Background: an optimization exercise with open tools, aiming at small area. Do not read the settings as production practice. RTL that was checked went through simulation tests only; none was proved equivalent to the original.

==> run D <==
==> flow/design.v <==
module crc16_psa (
    input  wire        clk,
    input  wire        rst,
    input  wire        host_req,
    input  wire        host_we,
    input  wire [3:0]  host_idx,
    input  wire [15:0] host_wdata,
    output wire        host_ack,
    output wire [15:0] host_rdata,
    output reg         bus_req,
    output wire [1:0]  bus_cmd,
    output wire [7:0]  bus_wdata,
    input  wire        bus_ack,
    input  wire        bus_err,
    input  wire [7:0]  bus_rdata
);
    reg  [2:0] cb;                    
    reg  [5:0] hb;                    
    wire [3:0] ph   = {hb[0], cb};    
    wire       seg  = hb[1] ^ hb[0];  
    wire       cb0  = (cb == 3'd0);
    wire       cb7  = (cb == 3'd7);
    wire       ph0  = cb0 & ~hb[0];
    wire       ph15 = cb7 &  hb[0];
    wire       p15a = ph15 &  seg;    
    wire       p15p = ph15 & ~seg;    
    always @(posedge clk) begin
        if (rst) begin
            cb <= 3'd0;
            hb <= 6'd0;
        end else begin
            cb <= cb + 3'd1;
            if (cb7)
                hb <= hb + 6'd55;
        end
    end
    reg [511:0] rb_ring;              
    reg [31:0]  rg;                   
    reg [15:0]  rl;                   
    reg [15:0]  rc;                   
    reg         half;                 
    reg         e_bus, e_ill, e_busy, e_range;
    wire [15:0] vw = rg[16:1];
    wire [15:0] vl = {rl[0], rl[15:1]};
    wire [7:0]  hbyte = {rb_ring[0], rb_ring[1], rb_ring[2], rb_ring[3],
                         rb_ring[4], rb_ring[5], rb_ring[6], rb_ring[7]};
    localparam [3:0] Q_SW = 4'b0000, Q_SR = 4'b0100,                  
                     Q_AH = 4'b0001, Q_AL = 4'b0101, Q_WD = 4'b1001,  
                     Q_RD = 4'b0010,                                  
                     Q_SP = 4'b0011,                                  
                     Q_RI = 4'b0110, Q_RI2 = 4'b1010, Q_CK = 4'b1110,
                     Q_T1 = 4'b0111, Q_T2 = 4'b1011, Q_T3 = 4'b1101,
                     Q_IDLE = 4'b1111;
    reg  [3:0] q;
    reg        q_read;
    reg  [6:0] q_idx;
    reg  [7:0] wreg;
    wire busy  = (q != Q_IDLE);
    wire match = (hb == q_idx[5:0]);
    wire qeq   = (q_idx == vl[6:0]);      
    localparam [2:0] H_INIT = 3'd0, H_S0 = 3'd1, H_S1 = 3'd2, H_S2 = 3'd3, H_S3 = 3'd4;
    reg [2:0] hs;
    wire i_status = (host_idx == 4'd0);
    wire i_cmd    = (host_idx == 4'd1);
    wire i_acc    = (host_idx == 4'd2);
    wire i_crcin  = (host_idx == 4'd3);
    wire i_addr   = (host_idx == 4'd4);
    wire i_len    = (host_idx == 4'd5);
    wire i_ptr    = (host_idx == 4'd6);
    wire i_data   = (host_idx == 4'd7);
    wire c_init   = (host_wdata == 16'h0001);
    wire c_buf    = (host_wdata == 16'h0002);
    wire c_app    = (host_wdata == 16'h0003);
    wire c_stw    = (host_wdata == 16'h0010);
    wire c_str    = (host_wdata == 16'h0011);
    wire c_clr    = (host_wdata == 16'h0020);
    wire is_cmd   = c_init | c_buf | c_app | c_stw | c_str | c_clr;
    wire hi_nz    = |host_wdata[15:8];
    wire illegal = host_idx[3] |
                   (~host_we & (i_cmd | i_crcin)) |
                   ( host_we & (i_status | i_acc | (i_cmd & ~is_cmd) |
                                ((i_crcin | i_data) & hi_nz)));
    wire plain   = ~host_we & (i_status | i_acc | i_addr | i_len | i_ptr);
    wire busyref = busy & ~plain;
    wire legal   = ~illegal & ~busyref;
    wire op_wr_a   = host_we & i_addr;
    wire op_wr_l   = host_we & i_len;
    wire op_wr_p   = host_we & i_ptr;
    wire op_crcin  = host_we & i_crcin;
    wire op_data   = i_data;
    wire op_drd    = ~host_we & i_data;
    wire op_dwr    = host_we & i_data;
    wire op_init   = host_we & i_cmd & c_init;
    wire op_buf    = host_we & i_cmd & c_buf;
    wire op_app    = host_we & i_cmd & c_app;
    wire op_st     = host_we & i_cmd & (c_stw | c_str);
    wire op_clr    = host_we & i_cmd & c_clr;
    wire len_hz    = ~|vl[15:7];
    wire len_le64  = len_hz & ~(vl[6] & |vl[5:0]);
    wire len_le62  = len_hz & ~vl[6] & ~&vl[5:1];
    wire len_nz    = |vl;
    wire ptr_ok    = ~|vw[15:6];
    wire s0 = (hs == H_S0);
    wire s1 = (hs == H_S1);
    wire s2 = (hs == H_S2);
    wire s3 = (hs == H_S3);
    wire go0      = s0 & host_req & legal;
    wire st_time  = ((op_wr_a | op_st) & p15a) | ((op_wr_p | op_data) & p15p) |
                    ((op_wr_l | op_init | op_crcin | op_buf | op_app) & ph15);
    wire rbad0    = (op_data & ~ptr_ok) | (op_buf & ~len_le64) | (op_app & ~len_le62);
    wire start1   = go0 & st_time & ~rbad0;
    wire       bytemode = host_idx[1] & host_idx[0];      
    wire [3:0] hsel     = bytemode ? {1'b0, ~cb} : ph;
    wire       hbit     = host_wdata[hsel];
    reg  cy, z;
    wire ad_x = op_app ? rl[0] : rg[0];
    wire ad_y = op_data ? ph0 : op_app ? (ph == 4'd1) : rl[0];
    wire ad_c = ~ph0 & cy;
    wire ad_s = ad_x ^ ad_y ^ ad_c;
    wire ad_co = (ad_x & ad_y) | (ad_x & ad_c) | (ad_y & ad_c);
    wire sum_bad = ad_co | (ad_s & z);    
    wire st_bad  = sum_bad | ~len_nz | ~len_le64;
    always @(posedge clk) begin
        cy <= ad_co;
        z  <= (z & ~ph0) | ad_s;
    end
    wire step  = (s1 & op_crcin & (hb[0] == half)) | (s2 & op_buf & match);
    wire cbit  = op_crcin ? hbit : rb_ring[0];
    wire fb    = rc[15] ^ cbit;
    wire afill = (hs == H_INIT) | (s1 & (op_init | op_buf));
    always @(posedge clk) begin
        rc <= {rc[14:0], rc[15]};
        if (afill)
            rc[0] <= 1'b1;
        else if (step) begin
            rc[0]  <= fb;
            rc[5]  <= rc[4] ^ fb;
            rc[12] <= rc[11] ^ fb;
        end
    end
    wire ack_s0 = go0 ? (op_clr | (~host_we & i_status) |
                         (~host_we & i_acc & cb0 & (hb[0] == half)) |
                         (~host_we & i_len & ph15) |
                         (~host_we & i_addr & p15a) |
                         (~host_we & i_ptr & p15p) |
                         (st_time & rbad0))
                      : (s0 & host_req);            
    wire s1_end_s2 = op_data | op_app | (op_buf & ~qeq);
    wire ack_s1 = s1 & ph15 & ~s1_end_s2;
    wire ack_s2 = s2 & ((op_drd & match & cb0) | (op_dwr & match & cb7) | (op_buf & ph15 & qeq));
    wire ack_s3 = s3 & match & cb7;
    assign host_ack = host_req & (ack_s0 | ack_s1 | ack_s2 | ack_s3);
    wire [7:0] status = {e_range, e_busy, e_ill, e_bus, 2'b00, ~|rc, busy};
    assign host_rdata = ({16{i_status}} & {8'h00, status}) |
                        ({16{i_acc}} & rc) |
                        ({16{i_addr | i_ptr}} & vw) |
                        ({16{i_len}} & vl) |
                        ({16{i_data & s2}} & {8'h00, hbyte});
    wire st_ok = s1 & ph15 & host_req & op_st & ~st_bad;
    always @(posedge clk) begin
        if (rst) begin
            hs      <= H_INIT;
            half    <= 1'b0;
            e_ill   <= 1'b0;
            e_busy  <= 1'b0;
            e_range <= 1'b0;
        end else begin
            case (hs)
            H_INIT: if (p15a) hs <= H_S0;
            H_S0: begin
                if (host_req & illegal)
                    e_ill <= 1'b1;
                else if (host_req & busyref)
                    e_busy <= 1'b1;
                else if (go0 & st_time & rbad0)
                    e_range <= 1'b1;
                if (go0 & op_clr) begin
                    e_ill   <= 1'b0;
                    e_busy  <= 1'b0;
                    e_range <= 1'b0;
                end
                if (start1) begin
                    hs <= H_S1;
                    if (op_buf)
                        half <= 1'b0;
                end
            end
            H_S1: begin
                if (ph15) begin
                    if (op_crcin)
                        half <= ~half;
                    if (op_st & st_bad)
                        e_range <= 1'b1;
                    hs <= s1_end_s2 ? H_S2 : H_S0;
                end
            end
            H_S2: begin
                if (step & cb7)
                    half <= ~half;
                if (ack_s2)
                    hs <= H_S0;
                else if (op_app & match & cb7)
                    hs <= H_S3;
            end
            default: begin  
                if (match & cb7)
                    hs <= H_S0;
            end
            endcase
        end
    end
    wire ini = (hs == H_INIT);
    wire ins_g = ini ? 1'b0 : (s1 & (op_wr_a | op_wr_p)) ? hbit : (s1 & op_data) ? ad_s : rg[0];
    wire ins_l = ini ? 1'b0 : (s1 & op_wr_l) ? hbit : (s1 & op_app) ? ad_s : rl[0];
    wire bus_ins = (q == Q_RI2) | ((q == Q_RI) & match & cb0);
    wire wr_b    = bus_ins | (((s2 & (op_dwr | op_app)) | s3) & match);
    wire tap     = (hb[0] ^ half ^ s3) ? rc[7] : rc[15];
    wire src_b   = bus_ins ? wreg[7] : op_data ? hbit : tap;
    wire ins_b   = wr_b ? src_b : rb_ring[0];
    always @(posedge clk) begin
        rb_ring <= {ins_b, rb_ring[511:1]};
        rg <= {ins_g, rg[31:1]};
        rl <= {ins_l, rl[15:1]};
    end
    assign bus_cmd   = q[1:0];
    assign bus_wdata = (q[1:0] == 2'b00) ? {7'h50, q[2]} : wreg;
    wire done  = bus_req & bus_ack;
    always @(posedge clk) begin
        if (start1 & op_data)
            q_idx <= {1'b0, vw[5:0]};
        else if (start1 & op_app)
            q_idx <= {1'b0, vl[5:0]};
        else if ((start1 & op_buf) | st_ok)
            q_idx <= 7'd0;
        else if ((s2 & (op_buf | op_app) & match & cb7) |
                 ((q == Q_WD) & done & ~bus_err) |
                 ((q == Q_RI2) & cb7))
            q_idx <= q_idx + 7'd1;
    end
    wire wsh = bus_ins | ((q == Q_WD) & ~bus_req & match);
    always @(posedge clk) begin
        if (q == Q_RD & done)
            wreg <= bus_rdata;
        else if ((q == Q_AH | q == Q_AL) & ~bus_req)
            wreg <= rg[7:0];
        else if (wsh)
            wreg <= {wreg[6:0], rb_ring[0]};
    end
    wire ah_go = ~seg & cb0 & hb[0];     
    wire al_go = ~seg & ph0;             
    always @(posedge clk) begin
        if (rst) begin
            q       <= Q_T1;
            bus_req <= 1'b0;
            e_bus   <= 1'b0;
        end else begin
            if (go0 & op_clr)
                e_bus <= 1'b0;
            case (q)
            Q_IDLE: if (st_ok) begin
                q      <= Q_SW;
                q_read <= host_wdata[0];
            end
            Q_T1: if (ph15) q <= Q_T2;
            Q_T2: if (ph15) q <= Q_T3;
            Q_T3: if (ph15) q <= Q_IDLE;
            Q_CK: if (ph15) q <= qeq ? Q_SP : q_read ? Q_RD : Q_WD;
            Q_RI: if (match & cb0) q <= Q_RI2;
            Q_RI2: if (cb7) q <= Q_CK;
            default: begin  
                if (!bus_req) begin
                    if ((q == Q_AH) ? ah_go :
                        (q == Q_AL) ? al_go :
                        (q == Q_WD) ? (match & cb7) : 1'b1)
                        bus_req <= 1'b1;
                end else if (bus_ack) begin
                    bus_req <= 1'b0;
                    if (q == Q_SP)
                        q <= q_read ? Q_IDLE : Q_T1;
                    else if (bus_err) begin
                        e_bus <= 1'b1;
                        q     <= Q_SP;
                    end else case (q)
                        Q_SW: q <= Q_AH;
                        Q_AH: q <= Q_AL;
                        Q_AL: q <= q_read ? Q_SR : Q_CK;
                        Q_SR: q <= Q_RD;
                        Q_RD: q <= Q_RI;
                        default: q <= Q_CK;  
                    endcase
                end
            end
            endcase
        end
    end
endmodule
==> flow/flow/run.sh <==
#!/bin/bash
# Standard layout; clock tree synthesis without dummy loads, larger leaf clusters.
export CTS_ARGS="-sink_clustering_enable -repair_clock_nets -dont_use_dummy_load -sink_clustering_size 22 -sink_clustering_max_diameter 60 -buf_list sky130_fd_sc_hd__clkbuf_8"
bash standard.sh > standard.log 2>&1
==> flow/standard.sh <==
#!/bin/bash
# synth_recipe.tcl (not shown) runs the flow's synth.tcl, then flattens the netlist and writes it again
# the make line also repeats each setting of config.mk as NAME=value (left out here)
make -C /OpenROAD-flow-scripts/flow DESIGN_CONFIG=/design/flow/config.mk WORK_HOME=/design/flow/orfs CLKGATE_MAP_FILE= SYNTH_SCRIPT=/design/flow/synth_recipe.tcl "${@:-finish}"
==> flow/config.mk <==
export PLATFORM = sky130hd
export DESIGN_NAME = crc16_psa
export DESIGN_NICKNAME = crc16_psa
export VERILOG_FILES = /design/flow/design.v
export SDC_FILE = /design/flow/constraint.sdc
export NUM_CORES = 4
export LEC_CHECK = 0
export CAP_MARGIN = 20
export CORE_MARGIN = 2
export CORE_UTILIZATION = 60
export SLEW_MARGIN = 20
==> flow/constraint.sdc <==
create_clock -name core_clock -period 10.0 [get_ports {clk}]
set_input_delay 2.0000 -clock core_clock [delete_from_list [all_inputs] [get_ports {clk}]]
set_output_delay 2.0000 -clock core_clock [all_outputs]
set_load 0.01 [all_outputs]
==> inputs of run G, as changes to run D <==
--- a/flow/design.v
+++ b/flow/design.v
@@ -111,6 +111,7 @@
     wire start1   = go0 & st_time & ~rbad0;
     wire       bytemode = host_idx[1] & host_idx[0];      
-    wire [3:0] hsel     = bytemode ? {1'b0, ~cb} : ph;
-    wire       hbit     = host_wdata[hsel];
+    wire [7:0] hrev = {host_wdata[0],host_wdata[1],host_wdata[2],host_wdata[3],host_wdata[4],host_wdata[5],host_wdata[6],host_wdata[7]};
+    wire [7:0] hsel8 = ({8{bytemode}} & hrev) | ({8{~bytemode & hb[0]}} & host_wdata[15:8]) | ({8{~bytemode & ~hb[0]}} & host_wdata[7:0]);
+    wire       hbit  = hsel8[cb];
     reg  cy, z;
     wire ad_x = op_app ? rl[0] : rg[0];
@@ -227,10 +228,6 @@
     wire done  = bus_req & bus_ack;
     always @(posedge clk) begin
-        if (start1 & op_data)
-            q_idx <= {1'b0, vw[5:0]};
-        else if (start1 & op_app)
-            q_idx <= {1'b0, vl[5:0]};
-        else if ((start1 & op_buf) | st_ok)
-            q_idx <= 7'd0;
+        if (start1 | st_ok)
+            q_idx <= {1'b0, ({6{op_data}} & vw[5:0]) | ({6{op_app}} & vl[5:0])};
         else if ((s2 & (op_buf | op_app) & match & cb7) |
                  ((q == Q_WD) & done & ~bus_err) |
@@ -240,10 +237,8 @@
     wire wsh = bus_ins | ((q == Q_WD) & ~bus_req & match);
     always @(posedge clk) begin
-        if (q == Q_RD & done)
-            wreg <= bus_rdata;
-        else if ((q == Q_AH | q == Q_AL) & ~bus_req)
-            wreg <= rg[7:0];
-        else if (wsh)
-            wreg <= {wreg[6:0], rb_ring[0]};
+        wreg <= ({8{q == Q_RD & done}} & bus_rdata) |
+                ({8{(q == Q_AH | q == Q_AL) & ~bus_req}} & rg[7:0]) |
+                ({8{wsh}} & {wreg[6:0], rb_ring[0]}) |
+                ({8{~(q == Q_RD & done) & ~((q == Q_AH | q == Q_AL) & ~bus_req) & ~wsh}} & wreg);
     end
     wire ah_go = ~seg & cb0 & hb[0];     
==> flow/flow/run.sh (replaced) <==
#!/bin/bash
# The standard layout (standard.sh: standard synthesis, floorplan, place,
# CTS, route), with two options changed:
#  - port buffers use the small buf_1 cell;
#  - timing repair after global routing downsizes cells with slack
#    (RECOVER_POWER=100);
#  - clock tree synthesis inserts no dummy loads and uses clkbuf_8 leaf
#    clusters of at most 20 sinks.
export BUFFER_PORTS_ARGS="-buffer_cell sky130_fd_sc_hd__buf_1"
export CTS_ARGS="-sink_clustering_enable -repair_clock_nets -dont_use_dummy_load -sink_clustering_size 20 -sink_clustering_max_diameter 60 -buf_list sky130_fd_sc_hd__clkbuf_8"
export RECOVER_POWER=100
bash standard.sh > standard.log 2>&1
- CORE_UTILIZATION: 60 -> 70
==> inputs of run M, as changes to run D <==
--- a/flow/design.v
+++ b/flow/design.v
@@ -18,11 +18,9 @@
     reg  [5:0] hb;                    
     wire [3:0] ph   = {hb[0], cb};    
-    wire       seg  = hb[1] ^ hb[0];  
     wire       cb0  = (cb == 3'd0);
     wire       cb7  = (cb == 3'd7);
     wire       ph0  = cb0 & ~hb[0];
+    wire       ph8  = cb0 &  hb[0];
     wire       ph15 = cb7 &  hb[0];
-    wire       p15a = ph15 &  seg;    
-    wire       p15p = ph15 & ~seg;    
     always @(posedge clk) begin
         if (rst) begin
@@ -32,15 +30,15 @@
             cb <= cb + 3'd1;
             if (cb7)
-                hb <= hb + 6'd55;
+                hb <= hb + 6'd13;
         end
     end
     reg [511:0] rb_ring;              
-    reg [31:0]  rg;                   
-    reg [15:0]  rl;                   
+    reg [15:0]  ra, rl, rp;           
     reg [15:0]  rc;                   
     reg         half;                 
     reg         e_bus, e_ill, e_busy, e_range;
-    wire [15:0] vw = rg[16:1];
+    wire [15:0] va = {ra[0], ra[15:1]};
     wire [15:0] vl = {rl[0], rl[15:1]};
+    wire [15:0] vp = {rp[0], rp[15:1]};
     wire [7:0]  hbyte = {rb_ring[0], rb_ring[1], rb_ring[2], rb_ring[3],
                          rb_ring[4], rb_ring[5], rb_ring[6], rb_ring[7]};
@@ -84,4 +82,6 @@
     wire busyref = busy & ~plain;
     wire legal   = ~illegal & ~busyref;
+    wire op_rd_alp = ~host_we & (i_addr | i_len | i_ptr);
+    wire op_rd_acc = ~host_we & i_acc;
     wire op_wr_a   = host_we & i_addr;
     wire op_wr_l   = host_we & i_len;
@@ -100,5 +100,5 @@
     wire len_le62  = len_hz & ~vl[6] & ~&vl[5:1];
     wire len_nz    = |vl;
-    wire ptr_ok    = ~|vw[15:6];
+    wire ptr_ok    = ~|vp[15:6];
     wire s0 = (hs == H_S0);
     wire s1 = (hs == H_S1);
@@ -106,13 +106,13 @@
     wire s3 = (hs == H_S3);
     wire go0      = s0 & host_req & legal;
-    wire st_time  = ((op_wr_a | op_st) & p15a) | ((op_wr_p | op_data) & p15p) |
-                    ((op_wr_l | op_init | op_crcin | op_buf | op_app) & ph15);
     wire rbad0    = (op_data & ~ptr_ok) | (op_buf & ~len_le64) | (op_app & ~len_le62);
-    wire start1   = go0 & st_time & ~rbad0;
+    wire pass_op  = op_wr_a | op_wr_l | op_wr_p | op_init | op_crcin | op_st |
+                    op_buf | op_app | op_data;
+    wire start1   = go0 & ph15 & pass_op & ~rbad0;
     wire       bytemode = host_idx[1] & host_idx[0];      
     wire [3:0] hsel     = bytemode ? {1'b0, ~cb} : ph;
     wire       hbit     = host_wdata[hsel];
     reg  cy, z;
-    wire ad_x = op_app ? rl[0] : rg[0];
+    wire ad_x = op_data ? rp[0] : op_app ? rl[0] : ra[0];
     wire ad_y = op_data ? ph0 : op_app ? (ph == 4'd1) : rl[0];
     wire ad_c = ~ph0 & cy;
@@ -139,10 +139,6 @@
         end
     end
-    wire ack_s0 = go0 ? (op_clr | (~host_we & i_status) |
-                         (~host_we & i_acc & cb0 & (hb[0] == half)) |
-                         (~host_we & i_len & ph15) |
-                         (~host_we & i_addr & p15a) |
-                         (~host_we & i_ptr & p15p) |
-                         (st_time & rbad0))
+    wire ack_s0 = go0 ? (op_clr | (~host_we & i_status) | (op_rd_acc & cb0 & (hb[0] == half)) |
+                         (ph15 & (op_rd_alp | rbad0)))
                       : (s0 & host_req);            
     wire s1_end_s2 = op_data | op_app | (op_buf & ~qeq);
@@ -152,9 +148,10 @@
     assign host_ack = host_req & (ack_s0 | ack_s1 | ack_s2 | ack_s3);
     wire [7:0] status = {e_range, e_busy, e_ill, e_bus, 2'b00, ~|rc, busy};
-    assign host_rdata = ({16{i_status}} & {8'h00, status}) |
-                        ({16{i_acc}} & rc) |
-                        ({16{i_addr | i_ptr}} & vw) |
-                        ({16{i_len}} & vl) |
-                        ({16{i_data & s2}} & {8'h00, hbyte});
+    assign host_rdata = i_status ? {8'h00, status} :
+                        i_acc    ? rc :
+                        i_addr   ? va :
+                        i_len    ? vl :
+                        i_ptr    ? vp :
+                        (i_data & s2) ? {8'h00, hbyte} : 16'h0000;
     wire st_ok = s1 & ph15 & host_req & op_st & ~st_bad;
     always @(posedge clk) begin
@@ -167,11 +164,11 @@
         end else begin
             case (hs)
-            H_INIT: if (p15a) hs <= H_S0;
+            H_INIT: if (ph15) hs <= H_S0;
             H_S0: begin
-                if (host_req & illegal)
+                if (s0 & host_req & illegal)
                     e_ill <= 1'b1;
-                else if (host_req & busyref)
+                else if (s0 & host_req & busyref)
                     e_busy <= 1'b1;
-                else if (go0 & st_time & rbad0)
+                else if (go0 & ph15 & rbad0)
                     e_range <= 1'b1;
                 if (go0 & op_clr) begin
@@ -211,15 +208,18 @@
     end
     wire ini = (hs == H_INIT);
-    wire ins_g = ini ? 1'b0 : (s1 & (op_wr_a | op_wr_p)) ? hbit : (s1 & op_data) ? ad_s : rg[0];
-    wire ins_l = ini ? 1'b0 : (s1 & op_wr_l) ? hbit : (s1 & op_app) ? ad_s : rl[0];
+    wire ins_a = ini ? 1'b0 : (s1 & op_wr_a) ? hbit : ra[0];
+    wire ins_l = ini ? 1'b0 : (s1 & op_wr_l) ? hbit : (s1 & op_app)  ? ad_s : rl[0];
+    wire ins_p = ini ? 1'b0 : (s1 & op_wr_p) ? hbit : (s1 & op_data) ? ad_s : rp[0];
     wire bus_ins = (q == Q_RI2) | ((q == Q_RI) & match & cb0);
     wire wr_b    = bus_ins | (((s2 & (op_dwr | op_app)) | s3) & match);
     wire tap     = (hb[0] ^ half ^ s3) ? rc[7] : rc[15];
-    wire src_b   = bus_ins ? wreg[7] : op_data ? hbit : tap;
+    wire wbit    = wreg[~cb];
+    wire src_b   = bus_ins ? wbit : op_data ? hbit : tap;
     wire ins_b   = wr_b ? src_b : rb_ring[0];
     always @(posedge clk) begin
         rb_ring <= {ins_b, rb_ring[511:1]};
-        rg <= {ins_g, rg[31:1]};
+        ra <= {ins_a, ra[15:1]};
         rl <= {ins_l, rl[15:1]};
+        rp <= {ins_p, rp[15:1]};
     end
     assign bus_cmd   = q[1:0];
@@ -228,5 +228,5 @@
     always @(posedge clk) begin
         if (start1 & op_data)
-            q_idx <= {1'b0, vw[5:0]};
+            q_idx <= {1'b0, vp[5:0]};
         else if (start1 & op_app)
             q_idx <= {1'b0, vl[5:0]};
@@ -238,15 +238,12 @@
             q_idx <= q_idx + 7'd1;
     end
-    wire wsh = bus_ins | ((q == Q_WD) & ~bus_req & match);
-    always @(posedge clk) begin
-        if (q == Q_RD & done)
+    always @(posedge clk) begin
+        if ((q == Q_AH & ~bus_req & ph8) | (q == Q_AL & ~bus_req & ph0))
+            wreg <= ra[7:0];
+        else if (q == Q_WD & ~bus_req & match & cb0)
+            wreg <= hbyte;
+        else if (q == Q_RD & done)
             wreg <= bus_rdata;
-        else if ((q == Q_AH | q == Q_AL) & ~bus_req)
-            wreg <= rg[7:0];
-        else if (wsh)
-            wreg <= {wreg[6:0], rb_ring[0]};
-    end
-    wire ah_go = ~seg & cb0 & hb[0];     
-    wire al_go = ~seg & ph0;             
+    end
     always @(posedge clk) begin
         if (rst) begin
@@ -270,7 +267,7 @@
             default: begin  
                 if (!bus_req) begin
-                    if ((q == Q_AH) ? ah_go :
-                        (q == Q_AL) ? al_go :
-                        (q == Q_WD) ? (match & cb7) : 1'b1)
+                    if ((q == Q_AH) ? ph8 :
+                        (q == Q_AL) ? ph0 :
+                        (q == Q_WD) ? (match & cb0) : 1'b1)
                         bus_req <= 1'b1;
                 end else if (bus_ack) begin
@@ -284,5 +281,5 @@
                         Q_SW: q <= Q_AH;
                         Q_AH: q <= Q_AL;
-                        Q_AL: q <= q_read ? Q_SR : Q_CK;
+                        Q_AL: q <= q_read ? Q_SR : Q_WD;
                         Q_SR: q <= Q_RD;
                         Q_RD: q <= Q_RI;
==> flow/run.sh (new file) <==
#!/bin/bash
# synth_recipe.tcl (not shown) runs the flow's synth.tcl, then flattens the netlist and writes it again
# the make line also repeats each setting of config.mk as NAME=value (left out here)
make -C /OpenROAD-flow-scripts/flow DESIGN_CONFIG=/design/flow/config.mk WORK_HOME=/design/flow/orfs CLKGATE_MAP_FILE= SYNTH_SCRIPT=/design/flow/synth_recipe.tcl finish
- CTS_BUF_LIST: default -> sky130_fd_sc_hd__clkbuf_8
- CTS_CLUSTER_DIAMETER: default -> 40
- CTS_CLUSTER_SIZE: default -> 16
removed: flow/flow/run.sh
removed: flow/standard.sh
==> comparison table <==
Post-DR wirelength/cell: run D 16.6 um; run G 18.4 um; run M 17.3 um
Wire length of the first global-routing pass: run D 41600 um; run G 42100 um; run M 45100 um
Comb_multi_in: run D 457; run G 423; run M 533
Count of cells along the worst register-to-register path: run D 10; run G 9; run M 7
Cell with the largest stage delay on the worst path: run D sky130_fd_sc_hd__clkdlybuf4s50_1; run G sky130_fd_sc_hd__o41ai_1; run M sky130_fd_sc_hd__nor3_1
Met1 routing resource usage after global routing: run D 0.302; run G 0.337; run M 0.298
Outcome: run D complete, no violations; run G complete, but fails checks; run M complete, no violations
Layout check failures: run D -; run G max-capacitance violations, max-slew violations; run M -
Metal-1 WL: run D 13400 um; run G 12300 um; run M 14300 um
Syn Inst Count: run D 1131; run G 1090; run M 1207
Crit. End Element: run D output port; run G flop; run M output port
P&R area growth vs syn: run D 8.94%; run G 6.22%; run M 11.8%
Length of routed met2 wiring: run D 9700 um; run G 12000 um; run M 11700 um
Clock insertion delay at the later pin of the skew report: run D 0.56 ns; run G 0.56 ns; run M 0.59 ns
Highest net fanout along the worst path: run D 16; run G 12; run M 24
Layout cells sized above 1: run D 0.0616; run G 0.0610; run M 0.0863
Via density per instance: run D 5.25; run G 5.43; run M 5.29
Biggest cell delay along the critical path: run D 0.82 ns; run G 1.68 ns; run M 0.97 ns
Count of routing violations after the opening detailed-route iteration: run D 709; run G 551; run M 704
Rel. slew slack: run D 0.450; run G -0.464; run M 0.329
Number of logic inverters in the finished layout: run D 25; run G 19; run M 15
Only the layout flow was run in run D; the RTL was not checked for function there.

## what the ideal ports hide
In the flow no input, the clock included, has a driving cell. The finished layouts below were timed again as built, in two steps. Step 1 assumes that a clkbuf_16 drives the clock port and a buf_2 every other input. Step 2 moves the port delays by t, midway between the first and last clock arrival at a register: inputs arrive t later, outputs are due t later. That takes back most of the time a late clock gives input paths. Three values: no drivers, after step 1, after step 2; two values: the first two.
run | shift t [ns] | setup WS [ns] | pins driven straight from the clock port
run D | 0.566 | 2.755 / 2.731 / 2.731 | 1
run G | 0.559 | 2.581 / 2.599 / 2.040 | 1
run M | 0.621 | 2.723 / 2.698 / 2.698 | 1
The setup slack of run G, which loses most, moves by +0.018 ns with the drivers and by -0.541 ns with both steps.
